Background: an optimization exercise with open tools, aiming at small area and a short achievable clock period. Do not read the settings as production practice. RTL that was checked went through simulation tests only; none was proved equivalent to the original. For run 1, only the layout was checked, not whether the RTL still works. Power and IR drop assume default switching activity.

--- design/flow/design.v ---
module hpf (
    input  wire        clk,
    input  wire        rst,           
    input  wire        op_valid,
    output wire        op_ready,
    input  wire [3:0]  op_sel,
    input  wire [7:0]  op_cmd,        
    input  wire [7:0]  op_plen,       
    input  wire [8:0]  op_flen,       
    input  wire [15:0] op_alg,        
    input  wire        pl_valid,
    input  wire [7:0]  pl_data,
    output wire        pl_ready,
    output wire        tx_valid,
    output wire [7:0]  tx_data,
    input  wire        tx_ready,
    input  wire        rx_valid,
    input  wire        rx_timeout,
    input  wire [7:0]  rx_data,
    output wire        rx_ready,
    output reg         done,
    output wire        busy,
    output reg  [2:0]  session,
    output wire [15:0] mode,
    output reg         mode_valid,
    output reg  [2:0]  res_kind,
    output reg         fb_valid,
    output wire [8:0]  fb_len,
    output reg         info_valid,
    output wire [7:0]  info_n,
    output reg  [15:0] info_pkt,
    output reg  [15:0] info_id,
    output reg  [7:0]  det_count,
    output reg  [3:0]  err_cause,
    output reg  [8:0]  err_len,
    output reg         close_strobe,
    output reg         det_valid,
    output wire [7:0]  det_kind,
    output wire [15:0] det_ax,
    output wire [15:0] det_ay,
    output wire [15:0] det_bx,
    output wire [15:0] det_by
);
    localparam [3:0] OP_OPEN = 4'h1, OP_SEND = 4'h2, OP_READ_FRAME = 4'h3,
                     OP_READ_RESP = 4'h4, OP_KNOCK = 4'h5, OP_SET_MODE = 4'h6,
                     OP_POLL = 4'h7, OP_CLOSE = 4'h8;
    localparam [2:0] SS_UNINIT = 3'd0, SS_CONN = 3'd1, SS_MODESET = 3'd2,
                     SS_POLLING = 3'd3, SS_CLOSED = 3'd4;
    localparam [2:0] RK_NONE = 3'd0, RK_DONE = 3'd1, RK_FRAME = 3'd2,
                     RK_ACK = 3'd3, RK_SINGLE = 3'd4, RK_DET = 3'd5;
    localparam [3:0] E_NONE = 4'd0, E_TIMEOUT = 4'd1, E_BAD_PREFIX = 4'd2, E_BAD_CSUM = 4'd3,
                     E_ACK_MISMATCH = 4'd4, E_UNKNOWN_CMD = 4'd5,
                     E_UNEXPECTED_CMD = 4'd8, E_BAD_STATE = 4'd9, E_CONTRACT = 4'd10;
    localparam [7:0] C_REQUEST = 8'h20, C_INFO = 8'h29, C_BLOCK = 8'h2A,
                     C_ARROW = 8'h2B, C_KNOCK = 8'h2C, C_SET_ALG = 8'h2D,
                     C_OK = 8'h2E;
    reg        busy_r, ordy_r;
    reg        st_admit, st_tx, st_rx, st_chk, st_fin;
    reg        tx_valid_r, tx_new, pl_ready_r;
    reg        rx_ready_r, rq_v;
    reg        o_open, o_send, o_rdfr, o_rdrs, o_knock, o_setm, o_poll, o_close;
    reg        o_txop;              
    reg        alg_big;             
    reg [2:0]  alg_q;
    reg [2:0]  ph;                  
    reg [7:0]  tx_data_r;
    reg [7:0]  sum;                 
    reg        rq_t;
    reg [7:0]  rq_d;                
    reg [8:0]  idx;                 
    reg [8:0]  len;
    reg        lastq;               
    reg        pfx_bad, sum_ok, len0;
    reg        c_ok, c_info, c_det, c_known, c_b0;
    reg        more;                
    reg        dlast;               
    reg [7:0]  sb [0:7];            
    reg [2:0]  mode_r;
    assign op_ready = ordy_r;
    assign busy     = busy_r;
    assign tx_valid = tx_valid_r;
    assign tx_data  = tx_data_r;
    assign pl_ready = pl_ready_r;
    assign rx_ready = rx_ready_r;
    assign mode     = {13'd0, mode_r};
    assign fb_len   = len;
    assign info_n   = info_pkt[7:0];
    assign det_kind = {7'b0010101, c_b0};
    assign det_ax   = {sb[1], sb[0]};
    assign det_ay   = {sb[3], sb[2]};
    assign det_bx   = {sb[5], sb[4]};
    assign det_by   = {sb[7], sb[6]};
    wire accept   = ordy_r && op_valid;
    wire o_resp   = o_rdrs || o_poll;
    wire o_ack    = o_knock || o_setm;
    wire reserved = !(o_open || o_send || o_rdfr || o_rdrs || o_knock || o_setm ||
                      o_poll || o_close);
    wire s_uninit = (session == SS_UNINIT);
    wire s_act    = (session == SS_CONN) || (session == SS_MODESET) || (session == SS_POLLING);
    wire s_mp     = (session == SS_MODESET) || (session == SS_POLLING);
    wire state_ok = o_open ? s_uninit : o_poll ? s_mp : s_act;
    wire args_bad = (o_rdfr && ((len < 9'd6) || (len > 9'd261))) || (o_setm && alg_big);
    wire refuse   = reserved || !state_ok || args_bad;
    wire adm_ok   = st_admit && !refuse;
    wire tx_idle   = st_tx && !tx_valid_r && !pl_ready_r;
    wire tx_pay    = (ph == 3'd5) && (rq_d != 8'd0);
    wire tx_req_pl = tx_idle && tx_pay && o_send;
    wire tx_load   = tx_idle && (ph != 3'd6) && !(tx_pay && o_send);
    wire tx_end    = tx_idle && (ph == 3'd6);
    reg  [7:0] nb;
    always @* begin
        case (ph)
            3'd0:    nb = 8'h55;
            3'd1:    nb = 8'hAA;
            3'd2:    nb = 8'h11;
            3'd3:    nb = rq_d;
            3'd4:    nb = idx[7:0];
            default: nb = (rq_d == 8'd0) ? sum : (rq_d[1] ? {5'd0, alg_q} : 8'd0);
        endcase
    end
    wire rx_to   = st_rx && rq_v && rq_t;
    wire rx_done = st_rx && rq_v && !rq_t && lastq;
    reg  [7:0] pfx_byte;
    always @* begin
        case (idx[1:0])
            2'd1:    pfx_byte = 8'h55;
            2'd2:    pfx_byte = 8'hAA;
            default: pfx_byte = 8'h11;
        endcase
    end
    wire frame_ok = !pfx_bad && sum_ok;
    wire ack_ok   = len0 && c_ok;
    wire chk_cont = frame_ok && o_resp && (more ? (c_det && !dlast) : (c_info && (sb[0] != 8'd0)));
    wire chk_err  = !frame_ok || (o_ack && !ack_ok) ||
                    (o_resp && (more ? !c_det : !c_known));
    reg  [2:0] chk_res;
    reg  [3:0] chk_cause;
    always @* begin
        chk_res   = RK_NONE;
        chk_cause = E_NONE;
        if (!frame_ok)
            chk_cause = pfx_bad ? E_BAD_PREFIX : E_BAD_CSUM;
        else if (o_rdfr)
            chk_res = RK_FRAME;
        else if (o_ack) begin
            if (ack_ok) chk_res = RK_DONE;
            else        chk_cause = E_ACK_MISMATCH;
        end else if (more) begin
            if (c_det)  chk_res = RK_DET;
            else        chk_cause = c_known ? E_UNEXPECTED_CMD : E_UNKNOWN_CMD;
        end else begin
            if (c_ok)         chk_res = RK_ACK;
            else if (c_info)  chk_res = RK_DET;
            else if (c_known) chk_res = RK_SINGLE;
            else              chk_cause = E_UNKNOWN_CMD;
        end
    end
    wire rd_resp  = (adm_ok && o_rdrs) || (tx_end && o_poll);
    wire rd_start = (adm_ok && (o_rdfr || o_rdrs)) || (tx_end && !o_send) ||
                    (st_chk && chk_cont);
    wire fin_ev   = (st_admit && (refuse || o_open || o_close)) || (tx_end && o_send) ||
                    rx_to || (st_chk && !chk_cont);
    wire det_ev   = st_chk && frame_ok && o_resp && more && c_det;
    wire info_ev  = st_chk && frame_ok && o_resp && !more && c_info;
    wire setm_ev  = st_chk && frame_ok && o_setm && ack_ok;
    wire err_ev   = (st_admit && refuse) || rx_to || (st_chk && chk_err);
    always @(posedge clk) begin
        if (rst) begin
            busy_r       <= 1'b0;
            ordy_r       <= 1'b1;
            st_admit     <= 1'b0;
            st_tx        <= 1'b0;
            st_rx        <= 1'b0;
            st_chk       <= 1'b0;
            st_fin       <= 1'b0;
            tx_valid_r   <= 1'b0;
            tx_new       <= 1'b0;
            pl_ready_r   <= 1'b0;
            rx_ready_r   <= 1'b0;
            rq_v         <= 1'b0;
            done         <= 1'b0;
            session      <= SS_UNINIT;
            mode_valid   <= 1'b0;
            res_kind     <= RK_NONE;
            fb_valid     <= 1'b0;
            info_valid   <= 1'b0;
            det_count    <= 8'd0;
            err_cause    <= E_NONE;
            err_len      <= 9'd0;
            close_strobe <= 1'b0;
            det_valid    <= 1'b0;
        end else begin
            busy_r     <= accept || (busy_r && !st_fin);
            ordy_r     <= (ordy_r && !op_valid) || st_fin;
            st_admit   <= accept;
            st_tx      <= (adm_ok && o_txop) || (st_tx && !tx_end);
            st_rx      <= rd_start || (st_rx && !(rq_v && (rq_t || lastq)));
            st_chk     <= rx_done;
            st_fin     <= fin_ev;
            done       <= st_fin;
            tx_valid_r <= (tx_valid_r && !tx_ready) || tx_load || (pl_ready_r && pl_valid);
            tx_new     <= tx_load || (pl_ready_r && pl_valid);
            pl_ready_r <= (pl_ready_r && !pl_valid) || tx_req_pl;
            rq_v       <= rx_ready_r && rx_valid;
            rx_ready_r <= (rx_ready_r && !rx_valid) || rd_start ||
                          (st_rx && rq_v && !rq_t && !lastq);
            close_strobe <= adm_ok && o_close;
            det_valid    <= det_ev;
            if (adm_ok && o_open)  session <= SS_CONN;
            if (adm_ok && o_close) session <= SS_CLOSED;
            if (adm_ok && o_poll)  session <= SS_POLLING;
            if (setm_ev) begin
                session    <= SS_MODESET;
                mode_valid <= 1'b1;
            end
            if (rd_resp)
                info_valid <= 1'b0;
            else if (info_ev)
                info_valid <= 1'b1;
            if (rd_resp || err_ev)
                det_count <= 8'd0;
            else if (det_ev)
                det_count <= det_count + 8'd1;
            if (rd_start || err_ev)
                fb_valid <= 1'b0;
            else if (st_chk && !chk_err && !chk_cont)
                fb_valid <= 1'b1;
            if (busy_r && !st_fin) begin
                res_kind  <= st_chk ? chk_res : ((st_admit && !refuse) || st_tx) ? RK_DONE : RK_NONE;
                err_cause <= st_admit ? (refuse ? ((reserved || state_ok) ? E_CONTRACT : E_BAD_STATE) : E_NONE) :
                             st_rx    ? E_TIMEOUT :
                             st_chk   ? chk_cause : E_NONE;
                err_len   <= (st_chk && chk_err) ? len : 9'd0;
            end
        end
    end
    always @(posedge clk) begin
        if (ordy_r) begin
            o_open   <= (op_sel == OP_OPEN);
            o_send   <= (op_sel == OP_SEND);
            o_rdfr   <= (op_sel == OP_READ_FRAME);
            o_rdrs   <= (op_sel == OP_READ_RESP);
            o_knock  <= (op_sel == OP_KNOCK);
            o_setm   <= (op_sel == OP_SET_MODE);
            o_poll   <= (op_sel == OP_POLL);
            o_close  <= (op_sel == OP_CLOSE);
            o_txop   <= (op_sel == OP_SEND) || (op_sel == OP_KNOCK) || (op_sel == OP_SET_MODE) ||
                        (op_sel == OP_POLL);
            alg_big  <= (op_alg[15:3] != 13'd0) || (op_alg[2:0] == 3'd7);
            alg_q    <= op_alg[2:0];
            case (op_sel)
                OP_SEND:     idx <= {1'b0, op_cmd};
                OP_KNOCK:    idx <= {1'b0, C_KNOCK};
                OP_SET_MODE: idx <= {1'b0, C_SET_ALG};
                default:     idx <= {1'b0, C_REQUEST};
            endcase
        end
        if (st_admit)
            ph <= 3'd0;
        else if (tx_load)
            ph <= (ph == 3'd5) ? ((rq_d == 8'd0) ? 3'd6 : 3'd5) : ph + 3'd1;
        if (pl_ready_r)
            tx_data_r <= pl_data;
        else if (tx_load)
            tx_data_r <= nb;
        if ((!st_tx && !st_rx) || (st_tx && ph == 3'd6 && !tx_valid_r))
            sum <= 8'd0;
        else if (tx_new)
            sum <= sum + tx_data_r;
        else if (rq_v)
            sum <= sum + rq_d;
        if (accept && op_sel == OP_READ_FRAME)
            len <= op_flen;
        else if (st_admit && o_resp)
            len <= 9'd16;
        else if (st_admit && o_ack)
            len <= 9'd6;
        if (rd_resp)
            more <= 1'b0;
        else if (st_chk && chk_cont)
            more <= 1'b1;
        if (rx_ready_r && rx_valid)
            rq_d <= rx_data;
        else if (ordy_r)
            rq_d <= (op_sel == OP_SEND) ? op_plen : (op_sel == OP_SET_MODE) ? 8'd2 : 8'd0;
        else if (tx_idle && tx_pay)
            rq_d <= rq_d - 8'd1;
        rq_t  <= rx_timeout;
        lastq <= (idx == len);
        dlast <= (det_count + 8'd1 == info_pkt[7:0]);
        if (!st_rx) begin
            pfx_bad <= 1'b0;
        end else if (rq_v) begin
            if (idx < 9'd4 && rq_d != pfx_byte)
                pfx_bad <= 1'b1;
        end
        if (ordy_r)
            ;    
        else if (st_rx) begin
            if (rq_v)
                idx <= idx + 9'd1;
        end else if (!((st_admit && o_txop) || (st_tx && ph != 3'd6)))
            idx <= 9'd1;
        if (rq_v) begin
            sum_ok <= (rq_d == sum);
            if (idx == 9'd4)
                len0 <= (rq_d == 8'd0);
            if (idx == 9'd5) begin
                c_ok    <= (rq_d == C_OK);
                c_info  <= (rq_d == C_INFO);
                c_det   <= (rq_d == C_BLOCK) || (rq_d == C_ARROW);
                c_known <= (rq_d == C_REQUEST) || (rq_d == C_INFO) || (rq_d == C_BLOCK) ||
                           (rq_d == C_ARROW) || (rq_d == C_KNOCK) || (rq_d == C_SET_ALG) ||
                           (rq_d == C_OK);
                c_b0    <= rq_d[0];
            end
            if (idx < 9'd14) begin
                sb[0] <= sb[1]; sb[1] <= sb[2]; sb[2] <= sb[3]; sb[3] <= sb[4];
                sb[4] <= sb[5]; sb[5] <= sb[6]; sb[6] <= sb[7]; sb[7] <= rq_d;
            end
        end
        if (setm_ev)
            mode_r <= alg_q;
        if (info_ev) begin
            info_pkt <= {sb[1], sb[0]};
            info_id  <= {sb[3], sb[2]};
        end
    end
endmodule
--- design/flow/flow/run.sh ---
#!/bin/bash
# The standard layout with two changes to how it is built:
#  - the buffers put on the ports are buf_1 cells (the standard flow picks clkdlybuf4s50_1,
#    a delay cell almost three times larger);
#  - clock tree synthesis adds no dummy loads to its nets.
set -euo pipefail
bash standard.sh "BUFFER_PORTS_ARGS=-buffer_cell sky130_fd_sc_hd__buf_1" \
  "CTS_ARGS=-sink_clustering_enable -repair_clock_nets -dont_use_dummy_load" \
  finish > standard_flow.log 2>&1
--- design/flow/standard.sh ---
#!/bin/bash
# synth_recipe.tcl (not shown) runs the flow's synth.tcl, then flattens the netlist and writes it again
# the make line also repeats each setting of config.mk as NAME=value (left out here)
make -C /OpenROAD-flow-scripts/flow DESIGN_CONFIG=/design/flow/config.mk WORK_HOME=/design/flow/orfs CLKGATE_MAP_FILE= SYNTH_SCRIPT=/design/flow/synth_recipe.tcl "${@:-finish}"
--- design/flow/config.mk ---
export PLATFORM = sky130hd
export DESIGN_NAME = hpf
export DESIGN_NICKNAME = hpf
export VERILOG_FILES = /design/flow/design.v
export SDC_FILE = /design/flow/constraint.sdc
export NUM_CORES = 4
export LEC_CHECK = 0
export CAP_MARGIN = 20
export CORE_MARGIN = 2
export CORE_UTILIZATION = 35
export SETUP_SLACK_MARGIN = 3.5
export SLEW_MARGIN = 20
--- design/flow/constraint.sdc ---
create_clock -name core_clock -period 6.0 [get_ports {clk}]
set_input_delay 1.2000 -clock core_clock [delete_from_list [all_inputs] [get_ports {clk}]]
set_output_delay 1.2000 -clock core_clock [all_outputs]
set_load 0.01 [all_outputs]
==> results of run 1 <==
==> state kept, by name, indices dropped and copies added, names as in the netlist, 3 cells and up <==
| name | cells |
|---|---|
| ph | 3 |
| rq_d | 8 |
| err_cause | 4 |
| info_pkt | 16 |
| sb | 64 |
| res_kind | 3 |
| err_len | 9 |
| mode_r | 3 |
| info_id | 16 |
| idx | 9 |
| alg_q | 3 |
| det_count | 8 |
| tx_data_r | 8 |
| sum | 8 |
| len | 9 |
| session | 3 |
==> logic make-up after synthesis <==
group,share of synthesized area
adders and majority gates,0.0306
other,0.000778
buffers and inverters,0.0498
AOI/OAI and AO/OA,0.116
DFF,0.593
muxes,0.0112
xor gates and xnor gates,0.0427
and+or+nand+nor,0.156
==> layer usage <==
layer	wire (um)	part of all wire	up-vias	GRT usage
met2	12800	0.47	333	0.306
met4	420	0.016	0	0.0416
met3	1850	0.069	38	0.0307
li1	-	-	3508	-
met5	0	0	-	0
met1	11900	0.44	3627	0.244
==> critical path, delay by kind of cell, from the launching register on <==
| family | cells | cell delay, ns |
|---|---|---|
| buffers and inverters | 2 | 0.32 |
| DFF | 1 | 0.40 |
==> power groups by stage <==
stage                     Clock, mW  Sequential, mW  Combinational [mW]
final                          1.22            1.66               0.293
after global routing           1.31            1.66               0.325
after CTS                      1.26            1.66               0.264
after detailed placement          0            1.70               0.240
after global placement            0            1.70               0.238
after floorplan                   0            1.66               0.200
==> path summary, 6_finish.rpt <==
kind                               start       end  slack [ns]  cells after the start
worst max-delay path              ordy_r  op_ready        3.57                      2
worst min-delay path            sb[5][7]  sb[4][7]        0.44                      0
worst max register to register    o_send  fb_valid        3.61                      6
worst min register to register  sb[5][7]  sb[4][7]        0.44                      0
==> synth_stat cells, types with 5 or more instances <==
cell type,instances
a221oi_1,6
xnor2_1,31
buf_4,30
nor2b_1,10
nor4b_1,5
nand3b_1,5
nor2_1,79
nand2b_1,13
o21a_1,5
edfxtp_1,144
mux2_2,6
nor2_2,8
nand3_1,20
nor3_1,24
clkbuf_1,30
nand4_1,11
ha_1,22
inv_1,33
nor4_1,14
or2_2,6
o21ai_0,25
or3_1,6
xor2_1,16
dfxtp_1,70
nand2_1,66
and2_1,9
a22oi_1,15
a31oi_1,10
a21oi_1,50
==> final cells by class <==
type	count	area (um2)
Sequential cell	214	5730
Multi-Input combinational cell	561	3600
Fill cell	2582	15500
Tap cell	341	427
Inverter	33	124
Timing Repair Buffer	254	1080
Clock buffer	24	601
==> stage by stage <==
stage,hold slack (ns),area [um2]
after detailed placement,0.434,10700
after floorplan,0.424,9750
after CTS,0.442,11400
final,0.440,11600
after global routing,0.451,11600
after global placement,0.429,10700
==> repair_timing <==
item                       in CTS  in global routing
setup endpoints to repair      51                 36
resized for setup               6                  8
gates cloned                    2                  0
hold endpoints to repair        0                  0
setup buffers                   5                 12
==> results.toml, run 1 <==
[outcome]
status = "no timing/DRC/antenna violations"

[detailed_routing]
post-route-drc-count = 0
routed_wl_mm = 27.0
wl_per_cell_um = 18.9
drt_first_pass_iters = 5
drtIter0Drc = 675
viasPerCell = 5.26
antenna_left = 0
vias = 7506

[floorplan]
num_rows = 60
die_w_um = 170
core_um2 = 27000
initial_utilization = 0.357
die_h_um = 170
die_area_um2 = 28900
num_io_pins = 251

[critical_path]
critPathLaunchType = "register"
worst_ep_arrival_time_ns = 1.23
criticalPathCategory = "register to output port"
slowest_stage = "dfxtp_4"
slowest_delay_ns = 0.40
worstPathCellList = "buf_12, clkbuf_2"
worst_ep_required_time_ns = 4.80
cp_max_fo = 19
cp-end-kind = "output port"

[cts]
clockBufferDepth = 3
clk_transition_reported_paths_ns = 0.06
cts-root-buf = "clkbuf_16"
cts_made_buffers = 24
hold_buffers = 0
clkSinkCount = 214
clk_latency_ns = 0.51
tritoncts = "yes"
htreeDepth = 1

[cells_and_area]
fin_nets = 1179
stdcell_count = 1427
final_cell_mix = "229 x buf_1, 144 x edfxtp_1, 79 x nor2_1"
area_growth_pct = 19.8
n_antenna_cell = 0
utilization = 0.428
layout_commonest_cell = "buf_1"
drive_gt1_frac = 0.0884

[worst_hold_path]
hold_class = "register to register"

[power_and_ir_drop]
clkPwrFrac = 0.385
combPwrFrac = 0.092
p_sw_mw = 0.748
total_power_mw = 3.17
peakVddDrop_v = 0.000186
switching_share = 0.236
intPower_mw = 2.43
pwr-share-seq = 0.523
power_density_nw_per_um2 = 274
leakage_nw = 3.93

[timing]
tns_ns = 0
fin_ws_ns = 3.57
maxSlewHeadroom = 0.359
drv_slew = 0
max_freq_mhz = 412
tightest_slew_ns = 0.957
finalCritPeriodShare = 0.405
worst_clock_skew_ns = 0.0282
hold_viol_final = 0
fin_crit_ns = 2.43
setup_viol = 0
rsz0062_at_grt = "true"

[yosys]
synth_ff_type = "edfxtp_1"
synthCells = 852
ys_warn_count = 2
ys_ff_latch = 214
avgSynthCellArea_um2 = 11.3
synth_area_leaders = "edfxtp_1 45%, dfxtp_1 15%, nor2_1 3.1%"
synth-edff-count = 144
synth-async-reset-ratio = 0
synth_cell_types = 72
netlist_area_um2 = 9650
synth_top_cell_by_area = "edfxtp_1"
ys_seq_area_frac = 0.593
netlist.area_leader.share = 0.448

[place]
place.gp.congestion = 0.953
dp.final_hpwl_mm = 19.2
dp_slack_ns = 3.12
numPortBuffers = 230
place_inst = 1384

[grt]
grt_pass1_wl_mm = 40.7
grt_max_degree = 39
grt_remaining_overflow = 0
antenna_found_initial = 0
grt.total_usage = 0.181
grt_pass1_vias = 6993

[run]
maxCapViolations = 0
==> run 2: changes to the inputs <==
--- a/design/flow/design.v
+++ b/design/flow/design.v
@@ -57,8 +57,7 @@
     reg        busy_r, ordy_r;
     reg        st_admit, st_tx, st_rx, st_chk, st_fin;
-    reg        tx_valid_r, tx_new, pl_ready_r;
+    reg        tx_valid_r, pl_ready_r;
     reg        rx_ready_r, rq_v;
-    reg        o_open, o_send, o_rdfr, o_rdrs, o_knock, o_setm, o_poll, o_close;
-    reg        o_txop;              
+    reg [3:0]  sel_q;
     reg        alg_big;             
     reg [2:0]  alg_q;
@@ -71,5 +70,5 @@
     reg [8:0]  len;
     reg        lastq;               
-    reg        pfx_bad, sum_ok, len0;
+    reg        pfx_bad, len0;
     reg        c_ok, c_info, c_det, c_known, c_b0;
     reg        more;                
@@ -92,8 +91,16 @@
     assign det_by   = {sb[7], sb[6]};
     wire accept   = ordy_r && op_valid;
+    wire o_open   = (sel_q == OP_OPEN);
+    wire o_send   = (sel_q == OP_SEND);
+    wire o_rdfr   = (sel_q == OP_READ_FRAME);
+    wire o_rdrs   = (sel_q == OP_READ_RESP);
+    wire o_knock  = (sel_q == OP_KNOCK);
+    wire o_setm   = (sel_q == OP_SET_MODE);
+    wire o_poll   = (sel_q == OP_POLL);
+    wire o_close  = (sel_q == OP_CLOSE);
     wire o_resp   = o_rdrs || o_poll;
     wire o_ack    = o_knock || o_setm;
-    wire reserved = !(o_open || o_send || o_rdfr || o_rdrs || o_knock || o_setm ||
-                      o_poll || o_close);
+    wire o_txop   = o_send || o_knock || o_setm || o_poll;
+    wire reserved = (sel_q == 4'h0) || (sel_q > OP_CLOSE);
     wire s_uninit = (session == SS_UNINIT);
     wire s_act    = (session == SS_CONN) || (session == SS_MODESET) || (session == SS_POLLING);
@@ -124,9 +131,10 @@
     always @* begin
         case (idx[1:0])
-            2'd1:    pfx_byte = 8'h55;
-            2'd2:    pfx_byte = 8'hAA;
+            2'd0:    pfx_byte = 8'h55;
+            2'd1:    pfx_byte = 8'hAA;
             default: pfx_byte = 8'h11;
         endcase
     end
+    wire sum_ok   = (sum == {rq_d[6:0], 1'b0});
     wire frame_ok = !pfx_bad && sum_ok;
     wire ack_ok   = len0 && c_ok;
@@ -175,5 +183,4 @@
             st_fin       <= 1'b0;
             tx_valid_r   <= 1'b0;
-            tx_new       <= 1'b0;
             pl_ready_r   <= 1'b0;
             rx_ready_r   <= 1'b0;
@@ -200,5 +207,4 @@
             done       <= st_fin;
             tx_valid_r <= (tx_valid_r && !tx_ready) || tx_load || (pl_ready_r && pl_valid);
-            tx_new     <= tx_load || (pl_ready_r && pl_valid);
             pl_ready_r <= (pl_ready_r && !pl_valid) || tx_req_pl;
             rq_v       <= rx_ready_r && rx_valid;
@@ -237,14 +243,5 @@
     always @(posedge clk) begin
         if (ordy_r) begin
-            o_open   <= (op_sel == OP_OPEN);
-            o_send   <= (op_sel == OP_SEND);
-            o_rdfr   <= (op_sel == OP_READ_FRAME);
-            o_rdrs   <= (op_sel == OP_READ_RESP);
-            o_knock  <= (op_sel == OP_KNOCK);
-            o_setm   <= (op_sel == OP_SET_MODE);
-            o_poll   <= (op_sel == OP_POLL);
-            o_close  <= (op_sel == OP_CLOSE);
-            o_txop   <= (op_sel == OP_SEND) || (op_sel == OP_KNOCK) || (op_sel == OP_SET_MODE) ||
-                        (op_sel == OP_POLL);
+            sel_q    <= op_sel;
             alg_big  <= (op_alg[15:3] != 13'd0) || (op_alg[2:0] == 3'd7);
             alg_q    <= op_alg[2:0];
@@ -266,5 +263,5 @@
         if ((!st_tx && !st_rx) || (st_tx && ph == 3'd6 && !tx_valid_r))
             sum <= 8'd0;
-        else if (tx_new)
+        else if (tx_valid_r && tx_ready)
             sum <= sum + tx_data_r;
         else if (rq_v)
@@ -287,10 +284,10 @@
             rq_d <= rq_d - 8'd1;
         rq_t  <= rx_timeout;
-        lastq <= (idx == len);
+        lastq <= (idx + 9'd1 == len);
         dlast <= (det_count + 8'd1 == info_pkt[7:0]);
         if (!st_rx) begin
             pfx_bad <= 1'b0;
         end else if (rq_v) begin
-            if (idx < 9'd4 && rq_d != pfx_byte)
+            if (idx < 9'd3 && rq_d != pfx_byte)
                 pfx_bad <= 1'b1;
         end
@@ -301,10 +298,9 @@
                 idx <= idx + 9'd1;
         end else if (!((st_admit && o_txop) || (st_tx && ph != 3'd6)))
-            idx <= 9'd1;
+            idx <= 9'd0;
         if (rq_v) begin
-            sum_ok <= (rq_d == sum);
-            if (idx == 9'd4)
+            if (idx == 9'd3)
                 len0 <= (rq_d == 8'd0);
-            if (idx == 9'd5) begin
+            if (idx == 9'd4) begin
                 c_ok    <= (rq_d == C_OK);
                 c_info  <= (rq_d == C_INFO);
@@ -315,5 +311,5 @@
                 c_b0    <= rq_d[0];
             end
-            if (idx < 9'd14) begin
+            if (idx < 9'd13) begin
                 sb[0] <= sb[1]; sb[1] <= sb[2]; sb[2] <= sb[3]; sb[3] <= sb[4];
                 sb[4] <= sb[5]; sb[5] <= sb[6]; sb[6] <= sb[7]; sb[7] <= rq_d;
==> design/flow/flow/run.sh (replaced) <==
#!/bin/bash
# The standard layout, except that the buffers put on the ports are buf_1 cells
# (the standard flow picks clkdlybuf4s50_1, a delay cell almost three times larger).
set -euo pipefail
bash standard.sh "BUFFER_PORTS_ARGS=-buffer_cell sky130_fd_sc_hd__buf_1" finish > standard_flow.log 2>&1
--- a/design/flow/config.mk
+++ b/design/flow/config.mk
@@ -8,5 +8,6 @@
 export CAP_MARGIN = 20
 export CORE_MARGIN = 2
-export CORE_UTILIZATION = 35
+export CORE_UTILIZATION = 40
+export CTS_BUF_LIST = sky130_fd_sc_hd__clkbuf_4
 export SETUP_SLACK_MARGIN = 3.5
 export SLEW_MARGIN = 20
==> results.toml, run 2 <==
[place]
dp_slack_ns = 2.61
dp.final_hpwl_mm = 19.2
place.gp.congestion = 0.882
numPortBuffers = 230
place_area_um2 = 10700

[timing]
tightest_slew_ns = 0.830
max_freq_mhz = 390
finalCritPeriodShare = 0.428
maxSlewHeadroom = 0.447
fin_ws_ns = 3.43
fin_crit_ns = 2.57
worst_clock_skew_ns = 0.0527
drv_slew = 0
tns_ns = 0
hold_viol_final = 0
rsz0062_at_grt = "true"
setup_viol = 0

[critical_path]
slowest_stage = "o41ai_2"
criticalPathCategory = "primary input to register"
cp_max_fo = 7
cp-end-kind = "register"
worst_ep_arrival_time_ns = 3.14
worstPathCellList = "buf_6, nand2_8, mux2_4, ha_4, a21oi_4, o211ai_1, o41ai_2, xnor2_1, or3_1, a21oi_2"
slowest_delay_ns = 0.33
cp_top_family = "compound AO/OA/AOI/OAI gates"
worst_ep_required_time_ns = 6.58
critPathLaunchType = "primary input"
worst-path-buf-inv = 1

[yosys]
synthSimpleGateAreaFrac = 0.163
synth-edff-count = 138
synth_cell_types = 74
synth_fa_ha_area_frac = 0.0296
synth.top_cells.by_count = "138 x edfxtp_1, 93 x nor2_1, 69 x dfxtp_1"
ys_warn_count = 2
netlist.area_leader.share = 0.434
synth-async-reset-ratio = 0
synth_area_leaders = "edfxtp_1 43%, dfxtp_1 14%, nor2_1 3.7%"
yosys.area_share.xor_xnor = 0.0587
ys_seq_area_frac = 0.579
synth_ff_type = "edfxtp_1"
yosysMostFrequentCell = "edfxtp_1"
synthCells = 856
synth_compound_area_frac = 0.102
synth_top_cell_by_area = "edfxtp_1"
ys_ff_latch = 207
synth_top_family_by_area = "simple AND/OR/NAND/NOR gates"
avgSynthCellArea_um2 = 11.1
muxShareOfSynthArea = 0.0147
netlist_area_um2 = 9540

[grt]
grt_pass1_vias = 7128
antenna_found_initial = 2
grt_max_degree = 65
grt_pass1_wl_mm = 40.2
grt_remaining_overflow = 0
grt.total_usage = 0.212

[detailed_routing]
wl_per_cell_um = 17.7
post-route-drc-count = 0
drtIter0Drc = 613
antenna_left = 0
viasPerCell = 5.02
drt_first_pass_iters = 5
vias = 7841
routed_wl_mm = 27.7

[cells_and_area]
largest_reg_flops = 64
layout_commonest_cell = "buf_1"
fin_nets = 1285
final_cell_mix = "177 x buf_1, 138 x edfxtp_1, 98 x buf_4"
fillers = 2184
largestRegisters = "sb x64, info_id x16, info_pkt x16"
drive_gt1_frac = 0.254
utilization = 0.527
final_cell_area_um2 = 12400
regMostFlops = "sb"
area_growth_pct = 29.6

[power_and_ir_drop]
peakVddDrop_v = 0.000118
total_power_mw = 3.16
leakage_nw = 4.64
power_density_nw_per_um2 = 255

[cts]
htreeDepth = 2
clkSinkCount = 207
clockBufferDepth = 3
cts_made_buffers = 55
tritoncts = "yes"
cts-root-buf = "clkbuf_4"
clk_latency_ns = 0.69
clk_transition_reported_paths_ns = 0.07

[floorplan]
die_h_um = 158
die_area_um2 = 25100
initial_utilization = 0.407
die_w_um = 158
core_um2 = 23500
num_io_pins = 251
num_rows = 56

[outcome]
status = "no timing/DRC/antenna violations"

[run]
maxCapViolations = 0

[worst_hold_path]
hold_class = "register to register"
-- run 2: worst register-to-register path, cell delays in order, from the launching register on --
cell and delay, ns:
edfxtp_1 0.43, buf_4 0.18, buf_4 0.14, mux2_4 0.28
ha_4 0.23, a21oi_4 0.13, o211ai_1 0.17, o41ai_2 0.33
xnor2_1 0.11, or3_1 0.33, a21oi_2 0.11
-- run 2: area by class of cell --
cell class,instances,area (um2),area share
Antenna cell,2,5.00,0.000405
Clock buffer,90,676,0.0546
Clock inverter,13,87.6,0.00708
Inverter,28,105,0.00850
Multi-Input combinational cell,572,3820,0.309
Sequential cell,207,5540,0.448
Tap cell,319,399,0.0323
Timing Repair Buffer,331,1730,0.140
-- run 2: cell families (layout without fill, tap and decap cells) --
logic type / count (synthesis) / in the layout
buf+inv: 96 / 462
xor+xnor: 61 / 61
compound gates: 150 / 150
other cells: 2 / 22
fa+ha+maj: 22 / 22
simple gates: 305 / 306
mux: 13 / 13
flops: 207 / 207
-- run 2: stage by stage --
stage          instances  hold slack (ns)
2_1_floorplan        874            0.418
3_3_place_gp        1359            0.429
3_5_place_dp        1359            0.430
4_1_cts             1524            0.438
5_1_grt             1562            0.456
6_report            1562            0.419
-- run 2: layer usage --
metal | wire length [um] | up-vias | global-route usage
li1 | - | 3775 | -
met1 | 11900 | 3738 | 0.274
met2 | 13700 | 295 | 0.361
met3 | 1740 | 33 | 0.0463
met4 | 437 | 0 | 0.0579
met5 | 0 | - | 0
-- run 2: repair_timing --
action,in CTS,in global routing
pin swaps,6,11
endpoints found under the setup margin,141,98
resized for setup,29,65
hold buffers,0,0
setup buffers,61,36
cloned,1,0
-- run 2: path summary, 6_finish.rpt --
check | to | slack, ns | from | cells after the start
max | sum[7] | 3.43 | tx_ready | 10
min | sb[4][0] | 0.42 | sb[5][0] | 0
max reg2reg | sum[7] | 3.50 | rq_d[1] | 10
min reg2reg | sb[4][0] | 0.42 | sb[5][0] | 0
-- run 2: report_power, final --
part	switching, mW	total [mW]	internal (mW)
Combinational	0.166	0.292	0.126
Clock	0.583	1.31	0.723
Sequential	0.0296	1.56	1.53
==> run 3: changes to the inputs <==
--- a/design/flow/config.mk
+++ b/design/flow/config.mk
@@ -9,5 +9,5 @@
 export CORE_MARGIN = 2
 export CORE_UTILIZATION = 40
-export CTS_BUF_LIST = sky130_fd_sc_hd__clkbuf_4
+export CTS_BUF_LIST = sky130_fd_sc_hd__clkbuf_8
 export SETUP_SLACK_MARGIN = 3.5
 export SLEW_MARGIN = 20
==> results.toml, run 3 <==
[cells_and_area]
area_growth_pct = 23.4
drive_gt1_frac = 0.129
largestRegisters = "sb x64, info_id x16, info_pkt x16"
final_cell_area_um2 = 11800
largest_reg_flops = 64
fillers = 2223
final_cell_mix = "229 x buf_1, 138 x edfxtp_1, 91 x nor2_1"
regMostFlops = "sb"
layout_commonest_cell = "buf_1"
fin_nets = 1202

[critical_path]
worst_ep_arrival_time_ns = 3.04
slowest_stage = "fa_2"
cp_top_family = "adder cells"
worst-path-buf-inv = 1
worstPathCellList = "buf_8, nand2_8, mux2_4, ha_4, fa_2, a21o_1, a21oi_2, nor2b_1, o21ai_1, mux2i_1, nand2_1"
r2r_slack_ns = 3.51
cp_max_fo = 7
worst_ep_required_time_ns = 6.42
cp-end-kind = "register"
critPathLaunchType = "primary input"
r2r-end = "sum[6]"
criticalPathCategory = "primary input to register"
worstReg2RegStart = "rq_d[0]"
slowest_delay_ns = 0.36
cp-startpoint = "tx_ready"
rr_worst_depth = 11

[power_and_ir_drop]
clkPwrFrac = 0.398
leakage_nw = 4.12
p_sw_mw = 0.763
switching_share = 0.248
pwr-share-seq = 0.509
power_density_nw_per_um2 = 261
combPwrFrac = 0.092
peakVddDrop_v = 0.000128
intPower_mw = 2.32

[yosys]
ys_warn_count = 2
yosysMostFrequentCell = "edfxtp_1"
synth_top_cell_by_area = "edfxtp_1"
synth-edff-count = 138
synth_cell_types = 74
netlist.area_leader.share = 0.434
ys_seq_area_frac = 0.579
synth_area_leaders = "edfxtp_1 43%, dfxtp_1 14%, nor2_1 3.7%"
synth-async-reset-ratio = 0
netlist_area_um2 = 9540
ys_ff_latch = 207
synthCells = 856
synth_ff_type = "edfxtp_1"
synth.top_cells.by_count = "138 x edfxtp_1, 93 x nor2_1, 69 x dfxtp_1"
avgSynthCellArea_um2 = 11.1

[cts]
clockBufferDepth = 3
cts-root-buf = "clkbuf_8"
cts_made_buffers = 36
clkSinkCount = 207
tritoncts = "yes"
clk_transition_reported_paths_ns = 0.06
clk_latency_ns = 0.54
htreeDepth = 2
hold_buffers = 0

[run]
maxCapViolations = 0

[detailed_routing]
vias = 7421
viasPerCell = 5.09
routed_wl_mm = 26.3
drt_first_pass_iters = 5
drtIter0Drc = 537
post-route-drc-count = 0
wl_per_cell_um = 18.0
antenna_left = 0

[place]
numPortBuffers = 230
dp.final_hpwl_mm = 19.2
place.gp.congestion = 0.882
place_area_um2 = 10700

[timing]
drv_slew = 0
hold_viol_final = 0
tns_ns = 0
worst_clock_skew_ns = 0.0173
fin_crit_ns = 2.62
whs_ns = 0.443
finalCritPeriodShare = 0.437
tightest_slew_ns = 0.868
maxSlewHeadroom = 0.422
max_freq_mhz = 382
setup_viol = 0
rsz0062_at_grt = "true"

[floorplan]
num_io_pins = 251
initial_utilization = 0.407
core_um2 = 23500
die_w_um = 158
die_area_um2 = 25100
die_h_um = 158
num_rows = 56

[grt]
grt_pass1_wl_mm = 38.4
grt.total_usage = 0.202
antenna_found_initial = 1
grt_max_degree = 65
grt_remaining_overflow = 0
grt_pass1_vias = 6794

[worst_hold_path]
min_from = "sb[4][2]"
hold_path_end = "sb[3][2]"
hold_depth = 0
hold_class = "register to register"

[outcome]
status = "no timing/DRC/antenna violations"
run 3: cell count changes in the layout (fill, tap and decap cells not counted), moves of 8 or more:
| cell | before | now |
|---|---|---|
| clkbuf_2 | 45 | 0 |
| clkinv_1 | 8 | 0 |
| clkbuf_8 | 0 | 43 |
| buf_1 | 177 | 229 |
| clkbuf_4 | 90 | 0 |
| inv_1 | 28 | 42 |
| buf_4 | 98 | 33 |
run 3: how the worst max path moves through the flow:
stage / end / cells past startpoint
2_1_floorplan: sum[6] / 10
3_3_place_gp: sum[6] / 11
3_5_place_dp: sum[6] / 11
4_1_cts: sum[7] / 10
5_1_grt: sum[6] / 11
6_report: sum[6] / 11
run 3: repair_timing:
item	in CTS	in global routing
buffers inserted	19	14
gates resized for setup	19	10
cloned	1	0
pin swaps	11	8
setup endpoints to repair	84	74
run 3: cell families (layout without fill, tap and decap cells):
logic type | Yosys count | after routing | share of synthesized area
simple gates | 305 | 306 | 0.163
flops | 207 | 207 | 0.579
compound gates | 150 | 150 | 0.102
buf+inv | 96 | 359 | 0.0521
xor+xnor | 61 | 61 | 0.0587
fa+ha+maj | 22 | 22 | 0.0296
mux | 13 | 13 | 0.0147
other cells | 2 | 21 | 0.000787
run 3: power groups by stage:
stage | logic, mW | clock network [mW] | registers [mW]
global placement | 0.208 | 0 | 1.62
floorplan | 0.190 | 0 | 1.58
finish | 0.284 | 1.23 | 1.57
global route | 0.312 | 1.31 | 1.57
detailed placement | 0.210 | 0 | 1.62
CTS | 0.264 | 1.26 | 1.57
run 3: final cells by class:
| class | instances | area (um2) | share of cell area |
|---|---|---|---|
| repair buffers | 267 | 1200 | 0.102 |
| flip-flops and latches | 207 | 5530 | 0.470 |
| inverters | 28 | 105 | 0.00893 |
| diodes | 1 | 2.50 | 0.000213 |
| multi-input cells | 572 | 3840 | 0.326 |
| well taps | 319 | 399 | 0.0339 |
| clock buffers | 43 | 592 | 0.0503 |
| clock inverters | 21 | 101 | 0.00861 |
run 3: metrics by stage:
stage,utilization,std cells,total power [mW],setup slack (ns)
floorplan,-,874,1.77,3.01
global placement,0.454,1359,1.83,2.63
detailed placement,0.454,1359,1.83,2.61
CTS,0.495,1443,3.10,3.41
global route,0.502,1458,3.20,3.34
finish,0.502,1458,3.08,3.38
run 3: routing by layer:
layer / track usage / wire length (um)
met5: 0 / 0
met4: 0.0596 / 452
met3: 0.0411 / 1830
met2: 0.344 / 12800
met1: 0.262 / 11200

[what the ideal ports hide]
The flow's constraints put no driver on any port. The routed layouts listed below were extracted and timed again, unchanged, in two steps.
Step 1, drivers: a clkbuf_16 drives clk and a buf_2 each remaining input, both assumed.
Step 2 moves the port delays by t, midway between the first and last clock arrival at a register: inputs arrive t later, outputs are due t later. That takes back most of the time a late clock gives input paths.
a / b / c = ideal / step 1 / step 2; a / b = the first two.
| run | t, ns | setup WS [ns] | worst setup path at the end |
|---|---|---|---|
| run 1 | 0.540 | 3.572 / 3.525 / 3.209 | input to register |
| run 2 | 0.702 | 3.435 / 3.419 / 2.742 | input to register |
| run 3 | 0.569 | 3.380 / 3.380 / 2.811 | input to register |
After both steps every run listed still meets setup and hold. The setup slack of run 2, which loses most, moves by -0.016 ns with the drivers and by -0.693 ns with both steps.
